This design comes from an exercise in tuning for a short achievable clock period and few clock cycles on the open sky130 flow, not from production work. The RTL was checked by simulation tests, not by an equivalence proof against the original design. Power figures rest on the tool's default switching activity, not on a simulated workload.

===== flow/design.v =====
module gfe #(
    parameter RXMAX = 128
) (
    input  wire        clk,
    input  wire        rst,
    input  wire        cmd_valid,
    output wire        cmd_ready,
    input  wire [23:0] cmd_word,
    output reg         rsp_valid,
    input  wire        rsp_ready,
    output reg  [3:0]  rsp_rc,
    output reg  [15:0] rsp_val,
    output reg  [2:0]  rsp_nout,
    output reg  [39:0] rsp_out
);
    localparam RXDMAX = RXMAX - 6;
    localparam LW     = $clog2(RXMAX + 1);   
    localparam IW     = $clog2(RXMAX);       
    localparam [3:0] RC_OK = 4'd0, RC_ILLEGAL = 4'd1, RC_SEQ = 4'd2,
                     RC_RANGE = 4'd3, RC_OVF = 4'd4, RC_TRAIL = 4'd5;
    localparam [7:0] OP_NOP     = 8'h00, OP_GET     = 8'h01,
                     OP_CRC_CLR = 8'h10, OP_CRC_PUT = 8'h11,
                     OP_ESC_PUT = 8'h20, OP_UNE_CLR = 8'h21,
                     OP_UNE_PUT = 8'h22, OP_UNE_END = 8'h23,
                     OP_TX_START = 8'h30, OP_TX_PUT = 8'h31,
                     OP_TX_END  = 8'h32, OP_TX_CLR  = 8'h33,
                     OP_RX_CLR  = 8'h40, OP_RX_PUT  = 8'h41,
                     OP_RX_END  = 8'h42, OP_RX_LD   = 8'h43;
    localparam [2:0] ST_FILL = 3'd0, ST_FRAME = 3'd1, ST_ACKD = 3'd2,
                     ST_EMPTY = 3'd3, ST_SHORT = 3'd4, ST_TYPE = 3'd5,
                     ST_CSUM = 3'd6, ST_OVFL = 3'd7;
    function [15:0] crc_byte;
        input [15:0] r;
        input [7:0]  d;
        integer k;
        reg   [15:0] t;
        begin
            t = r;
            for (k = 7; k >= 0; k = k - 1) begin
                if (t[15])
                    t = {t[14:0], d[k]} ^ 16'h1021;
                else
                    t = {t[14:0], d[k]};
            end
            crc_byte = t;
        end
    endfunction
    function in_escset;
        input [7:0] b;
        begin
            in_escset = (b == 8'h0D) || (b == 8'h06) || (b == 8'h1B) ||
                        (b == 8'h80) || (b == 8'h40);
        end
    endfunction
    function [15:0] esc_bytes;
        input [7:0] b;
        begin
            if (in_escset(b))
                esc_bytes = {~b, 8'h1B};
            else
                esc_bytes = {8'h00, b};
        end
    endfunction
    function [1:0] esc_len;
        input [7:0] b;
        begin
            esc_len = in_escset(b) ? 2'd2 : 2'd1;
        end
    endfunction
    reg [15:0]   crc;
    reg          unepend;
    reg          txph;
    reg [1:0]    txcnt;
    reg [15:0]   txcrc;
    reg [LW-1:0] rxlen;
    reg          rxovf;
    reg [2:0]    rxstat;
    reg [7:0]    rxtype;
    reg [7:0]    rxaddr;
    reg [7:0]    rxcmd;
    reg [LW-1:0] rxdlen;
    reg [7:0]    rxbuf  [0:RXMAX-1];
    reg [7:0]    rxdata [0:RXDMAX-1];
    reg          busy;
    reg [LW-1:0] dec_idx;     
    reg          dec_pend;    
    reg [LW-1:0] dec_mlen;    
    reg [15:0]   dec_crc;     
    reg [7:0]    dec_a;
    reg [7:0]    dec_c;
    assign cmd_ready = !busy && !rsp_valid;
    wire        accept = cmd_valid && cmd_ready;
    wire [7:0]  opc    = cmd_word[23:16];
    wire [15:0] arg    = cmd_word[15:0];
    wire [7:0]  b      = arg[7:0];
    reg legal;
    always @(*) begin
        case (opc)
            OP_NOP, OP_CRC_CLR, OP_UNE_CLR, OP_UNE_END,
            OP_TX_END, OP_TX_CLR, OP_RX_CLR, OP_RX_END:
                legal = (arg == 16'd0);
            OP_CRC_PUT, OP_ESC_PUT, OP_UNE_PUT, OP_TX_PUT, OP_RX_PUT:
                legal = (arg[15:8] == 8'd0);
            OP_GET:
                legal = (arg <= 16'd10);
            OP_TX_START:
                legal = (arg[15:8] == 8'd0) &&
                        (b == 8'h80 || b == 8'h40 || b == 8'h06);
            OP_RX_LD:
                legal = 1'b1;
            default:
                legal = 1'b0;
        endcase
    end
    reg [15:0] sr_val;
    always @(*) begin
        case (arg[3:0])
            4'd0:    sr_val = crc;
            4'd1:    sr_val = {15'd0, unepend};
            4'd2:    sr_val = {13'd0, txcnt, txph};
            4'd3:    sr_val = txcrc;
            4'd4:    sr_val = {{(16-LW){1'b0}}, rxlen};
            4'd5:    sr_val = {15'd0, rxovf};
            4'd6:    sr_val = {13'd0, rxstat};
            4'd7:    sr_val = {8'd0, rxtype};
            4'd8:    sr_val = {8'd0, rxaddr};
            4'd9:    sr_val = {8'd0, rxcmd};
            4'd10:   sr_val = {{(16-LW){1'b0}}, rxdlen};
            default: sr_val = 16'd0;
        endcase
    end
    wire [15:0] txcrc_end = crc_byte(crc_byte(txcrc, 8'h00), 8'h00);
    wire [15:0] esc_hi    = esc_bytes(txcrc_end[15:8]);
    wire [15:0] esc_lo    = esc_bytes(txcrc_end[7:0]);
    wire [1:0]  len_hi    = esc_len(txcrc_end[15:8]);
    wire [1:0]  len_lo    = esc_len(txcrc_end[7:0]);
    reg  [39:0] txend_out;
    always @(*) begin
        case ({len_hi, len_lo})
            4'b0101: txend_out = {16'd0, 8'h0D, esc_lo[7:0], esc_hi[7:0]};
            4'b0110: txend_out = {8'd0, 8'h0D, esc_lo, esc_hi[7:0]};
            4'b1001: txend_out = {8'd0, 8'h0D, esc_lo[7:0], esc_hi};
            default: txend_out = {8'h0D, esc_lo, esc_hi};
        endcase
    end
    wire [7:0]  dec_raw    = rxbuf[dec_idx[IW-1:0]];
    wire        dec_inner  = (dec_idx + 1'b1) < rxlen;   
    wire        dec_emit   = dec_pend || (dec_raw != 8'h1B);
    wire [7:0]  dec_byte   = dec_pend ? ~dec_raw : dec_raw;
    wire [7:0]  raw_first  = rxbuf[0];
    wire [7:0]  raw_last   = rxbuf[rxlen[IW-1:0] - 1'b1];
    wire [LW-1:0] dec_didx = dec_mlen - 2'd2;               
    always @(posedge clk) begin
        if (rst) begin
            crc       <= 16'd0;
            unepend   <= 1'b0;
            txph      <= 1'b0;
            txcnt     <= 2'd0;
            txcrc     <= 16'd0;
            rxlen     <= {LW{1'b0}};
            rxovf     <= 1'b0;
            rxstat    <= ST_FILL;
            rxtype    <= 8'd0;
            rxaddr    <= 8'd0;
            rxcmd     <= 8'd0;
            rxdlen    <= {LW{1'b0}};
            busy      <= 1'b0;
            dec_idx   <= {LW{1'b0}};
            dec_pend  <= 1'b0;
            dec_mlen  <= {LW{1'b0}};
            dec_crc   <= 16'd0;
            dec_a     <= 8'd0;
            dec_c     <= 8'd0;
            rsp_valid <= 1'b0;
            rsp_rc    <= RC_OK;
            rsp_val   <= 16'd0;
            rsp_nout  <= 3'd0;
            rsp_out   <= 40'd0;
        end else begin
            if (rsp_valid && rsp_ready)
                rsp_valid <= 1'b0;
            if (accept) begin
                rsp_valid <= 1'b1;
                rsp_rc    <= RC_OK;
                rsp_val   <= 16'd0;
                rsp_nout  <= 3'd0;
                rsp_out   <= 40'd0;
                if (!legal) begin
                    rsp_rc <= RC_ILLEGAL;
                end else begin
                    case (opc)
                        OP_NOP: ;
                        OP_GET:
                            rsp_val <= sr_val;
                        OP_CRC_CLR:
                            crc <= 16'd0;
                        OP_CRC_PUT:
                            crc <= crc_byte(crc, b);
                        OP_ESC_PUT: begin
                            rsp_nout <= {1'b0, esc_len(b)};
                            rsp_out  <= {24'd0, esc_bytes(b)};
                        end
                        OP_UNE_CLR:
                            unepend <= 1'b0;
                        OP_UNE_PUT: begin
                            if (unepend) begin
                                unepend  <= 1'b0;
                                rsp_nout <= 3'd1;
                                rsp_out  <= {32'd0, ~b};
                            end else if (b == 8'h1B) begin
                                unepend  <= 1'b1;
                            end else begin
                                rsp_nout <= 3'd1;
                                rsp_out  <= {32'd0, b};
                            end
                        end
                        OP_UNE_END: begin
                            unepend <= 1'b0;
                            if (unepend)
                                rsp_rc <= RC_TRAIL;
                        end
                        OP_TX_START: begin
                            if (txph) begin
                                rsp_rc <= RC_SEQ;
                            end else begin
                                txcnt    <= 2'd0;
                                txcrc    <= 16'd0;
                                txph     <= (b != 8'h06);
                                rsp_nout <= 3'd1;
                                rsp_out  <= {32'd0, b};
                            end
                        end
                        OP_TX_PUT: begin
                            if (!txph) begin
                                rsp_rc <= RC_SEQ;
                            end else begin
                                txcrc    <= crc_byte(txcrc, b);
                                if (txcnt != 2'd2)
                                    txcnt <= txcnt + 2'd1;
                                rsp_nout <= {1'b0, esc_len(b)};
                                rsp_out  <= {24'd0, esc_bytes(b)};
                            end
                        end
                        OP_TX_END: begin
                            if (!txph || txcnt != 2'd2) begin
                                rsp_rc <= RC_SEQ;
                            end else begin
                                txcrc    <= txcrc_end;
                                txph     <= 1'b0;
                                txcnt    <= 2'd0;
                                rsp_nout <= {1'b0, len_hi} + {1'b0, len_lo} + 3'd1;
                                rsp_out  <= txend_out;
                            end
                        end
                        OP_TX_CLR: begin
                            txph  <= 1'b0;
                            txcnt <= 2'd0;
                            txcrc <= 16'd0;
                        end
                        OP_RX_CLR: begin
                            rxlen  <= {LW{1'b0}};
                            rxovf  <= 1'b0;
                            rxstat <= ST_FILL;
                            rxtype <= 8'd0;
                            rxaddr <= 8'd0;
                            rxcmd  <= 8'd0;
                            rxdlen <= {LW{1'b0}};
                        end
                        OP_RX_PUT: begin
                            if (rxstat != ST_FILL) begin
                                rsp_rc <= RC_SEQ;
                            end else if (rxlen == RXMAX) begin
                                rxovf  <= 1'b1;
                                rsp_rc <= RC_OVF;
                            end else begin
                                rxbuf[rxlen[IW-1:0]] <= b;
                                rxlen <= rxlen + 1'b1;
                            end
                        end
                        OP_RX_END: begin
                            if (rxstat != ST_FILL) begin
                                rsp_rc <= RC_SEQ;
                            end else if (rxovf) begin
                                rxtype  <= raw_first;
                                rxstat  <= ST_OVFL;
                                rsp_val <= {13'd0, ST_OVFL};
                            end else if (rxlen == 0) begin
                                rxtype  <= 8'd0;
                                rxstat  <= ST_EMPTY;
                                rsp_val <= {13'd0, ST_EMPTY};
                            end else begin
                                rsp_valid <= 1'b0;
                                busy      <= 1'b1;
                                dec_idx   <= {{(LW-1){1'b0}}, 1'b1};
                                dec_pend  <= 1'b0;
                                dec_mlen  <= {LW{1'b0}};
                                dec_crc   <= 16'd0;
                                dec_a     <= 8'd0;
                                dec_c     <= 8'd0;
                            end
                        end
                        OP_RX_LD: begin
                            if (rxstat != ST_FRAME)
                                rsp_rc <= RC_SEQ;
                            else if (arg >= {{(16-LW){1'b0}}, rxdlen})
                                rsp_rc <= RC_RANGE;
                            else
                                rsp_val <= {8'd0, rxdata[arg[IW-1:0]]};
                        end
                        default: ;
                    endcase
                end
            end
            if (busy) begin
                if (dec_inner) begin
                    dec_idx <= dec_idx + 1'b1;
                    if (dec_emit) begin
                        dec_pend <= 1'b0;
                        dec_crc  <= crc_byte(dec_crc, dec_byte);
                        dec_mlen <= dec_mlen + 1'b1;
                        if (dec_mlen == 0)
                            dec_a <= dec_byte;
                        if (dec_mlen == 1)
                            dec_c <= dec_byte;
                        if (dec_mlen >= 2 && dec_didx < RXDMAX)
                            rxdata[dec_didx[IW-1:0]] <= dec_byte;
                    end else begin
                        dec_pend <= 1'b1;
                    end
                end else begin
                    busy      <= 1'b0;
                    rsp_valid <= 1'b1;
                    rsp_rc    <= RC_OK;
                    rsp_nout  <= 3'd0;
                    rsp_out   <= 40'd0;
                    rxtype    <= raw_first;
                    rxaddr    <= 8'd0;
                    rxcmd     <= 8'd0;
                    rxdlen    <= {LW{1'b0}};
                    if (dec_pend) begin
                        rxstat  <= ST_SHORT;
                        rsp_val <= {13'd0, ST_SHORT};
                    end else if (raw_first == 8'h06) begin
                        rxstat  <= ST_ACKD;
                        rsp_val <= {13'd0, ST_ACKD};
                    end else if (raw_first != 8'h00 && raw_first != 8'h80 &&
                                 raw_first != 8'h40) begin
                        rxstat  <= ST_TYPE;
                        rsp_val <= {13'd0, ST_TYPE};
                    end else if (dec_mlen < 4) begin
                        rxstat  <= ST_SHORT;
                        rsp_val <= {13'd0, ST_SHORT};
                    end else if (dec_crc != 16'd0) begin
                        rxstat  <= ST_CSUM;
                        rsp_val <= {13'd0, ST_CSUM};
                    end else if (raw_last != 8'h0D) begin
                        rxstat  <= ST_SHORT;
                        rsp_val <= {13'd0, ST_SHORT};
                    end else begin
                        rxstat  <= ST_FRAME;
                        rsp_val <= {13'd0, ST_FRAME};
                        rxaddr  <= dec_a;
                        rxcmd   <= dec_c;
                        rxdlen  <= dec_mlen - 3'd4;
                    end
                end
            end
        end
    end
endmodule

===== flow/run.sh =====
#!/bin/bash
# synth_recipe.tcl (not shown) runs the flow's synth.tcl, then flattens the netlist and writes it again
# the make line also repeats each setting of config.mk as NAME=value (left out here)
make -C /OpenROAD-flow-scripts/flow DESIGN_CONFIG=/design/flow/config.mk WORK_HOME=/design/flow/orfs CLKGATE_MAP_FILE= SYNTH_SCRIPT=/design/flow/synth_recipe.tcl finish

===== flow/config.mk =====
export PLATFORM = sky130hd
export DESIGN_NAME = gfe
export DESIGN_NICKNAME = gfe
export VERILOG_FILES = /design/flow/design.v
export SDC_FILE = /design/flow/constraint.sdc
export NUM_CORES = 4
export LEC_CHECK = 0
export CAP_MARGIN = 20
export CORE_MARGIN = 2
export CORE_UTILIZATION = 40
export SLEW_MARGIN = 20

===== flow/constraint.sdc =====
create_clock -name core_clock -period 8.0 [get_ports {clk}]
set_input_delay 1.6000 -clock core_clock [delete_from_list [all_inputs] [get_ports {clk}]]
set_output_delay 1.6000 -clock core_clock [all_outputs]
set_load 0.01 [all_outputs]

==> summary.log <==
INFO  status         outcome=finished clean
INFO  sta            setup-violations-final=0
INFO  sta            fin_crit_sh=75.8%
INFO  drt            drt_first_iter_violations=6594
INFO  global_route   grt_pass1_wl=384mm
INFO  pwr            peakVddDrop=0.200mV
INFO  layout         syn2layout_area_growth=12.9%
INFO  logic_synthesis average_footprint_of_a_synthesized_cell=16.8um2
INFO  clock_network  number_of_cells_upsized_or_downsized_after_cts=0
INFO  critical_path  slowest_stage=sky130_fd_sc_hd__nor4_1
INFO  pwr            seq_power_share=53.8%
INFO  clock_network  clk_path_buf_depth=3
INFO  global_route   number_of_antenna_violations_at_the_first_check_in_global_routing=11
INFO  sta            slew_at_the_pin_closest_to_its_max_slew_limit=1.15ns
INFO  critical_path  critical_path_required=8.46ns
INFO  place          port-buffer-count=92
INFO  floorplanning  core_area=231000um2
INFO  place          placer_s_final_routability_congestion_estimate=0.917
INFO  sta            setup_ws=1.94ns
INFO  floorplanning  core.rowCount=176
INFO  min_path       worst_hold_path_type=reg2reg
INFO  clock_network  cts_inserted_buffers=208
INFO  floorplanning  start_util=40.3%
INFO  drt            via_count=54100
INFO  critical_path  end_kind=flip-flop
INFO  logic_synthesis synth-seq-cells=2194
INFO  pwr            power.density_cell_area=220nW/um2
INFO  logic_synthesis synth_simple_gate_area_share=7.30%
INFO  pwr            p_int=18300uW
INFO  clock_network  clock_sink_count=2194
INFO  pwr            comb_power_share=2.7%
INFO  pwr            totalPowerFinal=23000uW
INFO  drt            wl=267mm
INFO  logic_synthesis synth_sequential_area_ratio=68.8%
INFO  clock_network  cts-htree-levels=4
INFO  critical_path  cp_slowest_stage_delay=0.74ns
INFO  logic_synthesis syn_area=93000um2
INFO  floorplanning  ios=93
INFO  place          placed_area=98000um2
INFO  logic_synthesis yosys.cell_types.count=94
INFO  logic_synthesis post_synth_xor_xnor_area=1.40%
INFO  pwr            power_switching_share=20.7%
INFO  global_route   congestion_overflow_gr=0
INFO  job            cap_viol_max_count=0
INFO  drt            wl_per_cell=29.9um
INFO  sta            timing.fmax=165MHz
INFO  logic_synthesis post_synth_mux_area_share=15.1%
INFO  layout         final_util=45.5%
INFO  global_route   vias_in_the_first_global_route=53700
INFO  logic_synthesis synthesis.yosys.warnings=1
INFO  sta            final.min_clock_period=6.06ns
INFO  drt            drt_pass1_iterations=8
INFO  clock_network  worst_setup_hold_path_clk_slew=0.06ns
INFO  logic_synthesis postSynth.topFlopCell=sky130_fd_sc_hd__edfxtp_1
INFO  place          hpwl=172mm
INFO  pwr            power.clock.fraction=43.5%
INFO  critical_path  worst-endpoint-arrival=6.52ns
INFO  logic_synthesis synth_top_family_by_area=multiplexers
INFO  critical_path  crit_chain=clkdlybuf4s50_1 > nor4_1 > o2111a_1 > a31oi_1 > o221a_2 > nor2_1 > o21a_1 > buf_4 > and3_1 > nand2_1 > buf_4 > nor2_1
INFO  logic_synthesis number_of_flops_mapped_to_enable_cells_by_yosys=2000
INFO  logic_synthesis synthCells=5526
INFO  logic_synthesis synth_fa_ha_area_share=0.417%
INFO  critical_path  path_class=in2reg
INFO  critical_path  startpoint_type=input port
INFO  clock_network  cts_setup_buffers=0
INFO  layout         finalInstanceArea=105000um2
INFO  drt            drc=0
INFO  logic_synthesis synth_compound_area_share=5.09%
INFO  logic_synthesis postSynthNetCount=5585
INFO  drt            route.detailed.vias_per_inst=6.07
INFO  sta            hold_violations=0
INFO  critical_path  crit_path_max_fanout=11
INFO  floorplanning  dieWidth=486um
INFO  place          placement.setup.worst_slack=1.21ns
INFO  sta            finalSetupTns=0ns
INFO  floorplanning  fp.dieArea=236000um2
INFO  sta            report.final.slew_viol_count=0
INFO  layout         post_route_cells_drive_above_1_share=19.5%
INFO  clock_network  clock_tree_from_tritoncts=done
INFO  logic_synthesis async_reset_ff_share=0%
INFO  sta            fin_worst_skew=0.0407ns
INFO  sta            grt_setup_unrepaired=no
INFO  pwr            switchingPower=4780uW
INFO  drt            antenna_violating_nets_post_route=0
INFO  clock_network  clock_latency=0.86ns
INFO  sta            max-slew-margin-rel=23.5%
INFO  layout         nFillCells=19600
INFO  clock_network  cts_hold_repair.buffers=0
INFO  floorplanning  die_h=486um
INFO  layout         nNetsFinal=5770
INFO  pwr            cell_leakage_power=0.0320uW
INFO  global_route   grt_use_total=22.2%
INFO  clock_network  cts.root.buffer_cell=sky130_fd_sc_hd__clkbuf_16
INFO  global_route   grt_max_degree=126
-- power by group through the flow --
| stage | Clock [uW] | Combinational [uW] | Sequential, uW |
|---|---|---|---|
| floorplan | 0 | 316 | 12700 |
| finish | 10000 | 621 | 12400 |
| global placement | 0 | 627 | 12600 |
| detailed placement | 0 | 630 | 12600 |
| global route | 10600 | 652 | 12400 |
| CTS | 10200 | 630 | 12400 |
-- cell usage in the layout (no fill, tap or decap), drive strengths merged, types with 16 or more instances in the layout --
cell type         n
nor4b            39
nor3             99
nor4bb           22
o22ai            64
a211oi           31
dfxtp           194
inv              51
a311oi           18
nor4             78
xnor2            83
ha               31
xor2             47
mux2             32
nand4            32
nor2b            34
mux4            523
clkbuf          260
nand4b           47
edfxtp         2000
or4              23
nor2            486
clkdlybuf4s50    83
o21ai           108
and3             19
nand2b           27
nand3b           21
a31oi            47
a22o             18
bufinv           24
and4b            22
mux2i           192
buf             227
nand2           242
a22oi            77
o221ai           17
nand3            73
clkinv           91
a32o             16
a21oi           179
and2             24
-- registers in the layout, summed over array words and instances (netlist names), 2 cells and up --
name	cells
dec_crc	16
txcnt	2
dec_idx	8
rxbuf	1024
rsp_nout	3
txcrc	16
rsp_rc	4
rxdlen	8
rxdata	976
rxstat	3
dec_mlen	8
rxlen	8
crc	16
dec_c	8
rxcmd	8
rxaddr	8
rxtype	8
rsp_val	16
rsp_out	40
dec_a	8
-- metrics by stage --
stage / hold WS [ns] / std cells
5_1_grt: 0.481 / 8917
3_3_place_gp: 0.439 / 8526
4_1_cts: 0.455 / 8915
6_report: 0.455 / 8921
2_1_floorplan: 0.425 / 5526
3_5_place_dp: 0.441 / 8526
-- cells in the mapped netlist (34+ instances only) --
cell                       number  area share [%]
sky130_fd_sc_hd__nor4b_1       39            0.37
sky130_fd_sc_hd__nand2_1      241            0.97
sky130_fd_sc_hd__buf_1         50            0.20
sky130_fd_sc_hd__clkbuf_1     172            0.69
sky130_fd_sc_hd__a31oi_1       46            0.31
sky130_fd_sc_hd__nor2b_1       34            0.23
sky130_fd_sc_hd__buf_2         69            0.37
sky130_fd_sc_hd__nor4_1        78            0.52
sky130_fd_sc_hd__nor3_1        99            0.53
sky130_fd_sc_hd__nand3_1       69            0.37
sky130_fd_sc_hd__nand4b_1      47            0.44
sky130_fd_sc_hd__xor2_1        47            0.44
sky130_fd_sc_hd__nor2_1       486             2.0
sky130_fd_sc_hd__inv_1         39            0.16
sky130_fd_sc_hd__a22oi_1       77            0.62
sky130_fd_sc_hd__mux2i_1      192             2.1
sky130_fd_sc_hd__o22ai_1       64            0.43
sky130_fd_sc_hd__edfxtp_1    2000              65
sky130_fd_sc_hd__o21ai_0      105            0.57
sky130_fd_sc_hd__xnor2_1       83            0.78
sky130_fd_sc_hd__mux4_2       521              13
sky130_fd_sc_hd__dfxtp_1      194             4.2
sky130_fd_sc_hd__a21oi_1      179            0.96
-- cell families (layout without fill, tap and decap cells) --
| group | after synthesis | count (layout) |
|---|---|---|
| DFF | 2194 | 2194 |
| and+or+nand+nor | 1328 | 1328 |
| muxes | 747 | 747 |
| AOI/OAI and AO/OA | 709 | 709 |
| buffers and inverters | 380 | 744 |
| xor gates and xnor gates | 137 | 137 |
| adders and majority gates | 31 | 31 |
| other | 0 | 5 |
-- area by class of cell --
cell class	count	area, um2	share of cell area, %
flip-flops and latches	2194	64000	60.9
multi-input cells	2952	27400	26.1
clock buffers	260	5450	5.19
well taps	3026	3790	3.61
clock inverters	129	1430	1.36
repair buffers	310	2730	2.60
diodes	5	12.5	0.0119
inverters	45	174	0.166
-- metal layers --
layer / vias up / routed length, um / GRT usage (%)
met5: - / 27 / 0
met4: 4 / 9790 / 7.90
met3: 473 / 21500 / 3.91
met2: 2700 / 128000 / 35.9
met1: 28100 / 108000 / 30.3
li1: 22800 / - / -
-- worst max-delay path, delay by kind of cell --
family                 cells  cell delay [ns]
AO/OA/AOI/OAI              4             1.15
buffers and inverters      3             1.30
AND/OR/NAND/NOR            5             2.44
-- final timing paths --
check / from / depth (start not counted) / end / slack, ns
max: cmd_word[22] / 12 / rxbuf[12][1]$_DFFE_PP_ / 1.94
min: rsp_out[7]$_SDFF_PP0_ / 2 / rsp_out[7]$_SDFF_PP0_ / 0.45
max reg2reg: dec_idx[2]$_SDFF_PP0_ / 13 / rxdata[52][3]$_DFFE_PP_ / 1.96
min reg2reg: rsp_out[7]$_SDFF_PP0_ / 2 / rsp_out[7]$_SDFF_PP0_ / 0.45
Testbench counts, summed over its fixed seeds: cycles 84,111.

-- static timing again, ports no longer ideal --
The results above use ideal ports. As a check the final layout listed here was re-extracted and re-timed, cells and wires unchanged. Step 1 sets driving cells, clkbuf_16 on the clock port and buf_2 on the other inputs (assumed; they add their load-dependent delay and slew). Step 2 moves the port delays by t, midway between the first and last clock arrival at a register: inputs arrive t later, outputs are due t later. That takes back most of the time a late clock gives input paths. a / b / c = ideal ports / drivers / drivers and shift; a / b = the first two.
t, ns: 0.923
setup slack, ns: 1.937 / 1.956 / 1.068
worst setup path at the end: input to register
After both steps this run still meets setup and hold. For this run, drivers alone change the setup slack by +0.019 ns; drivers and shift together by -0.869 ns.
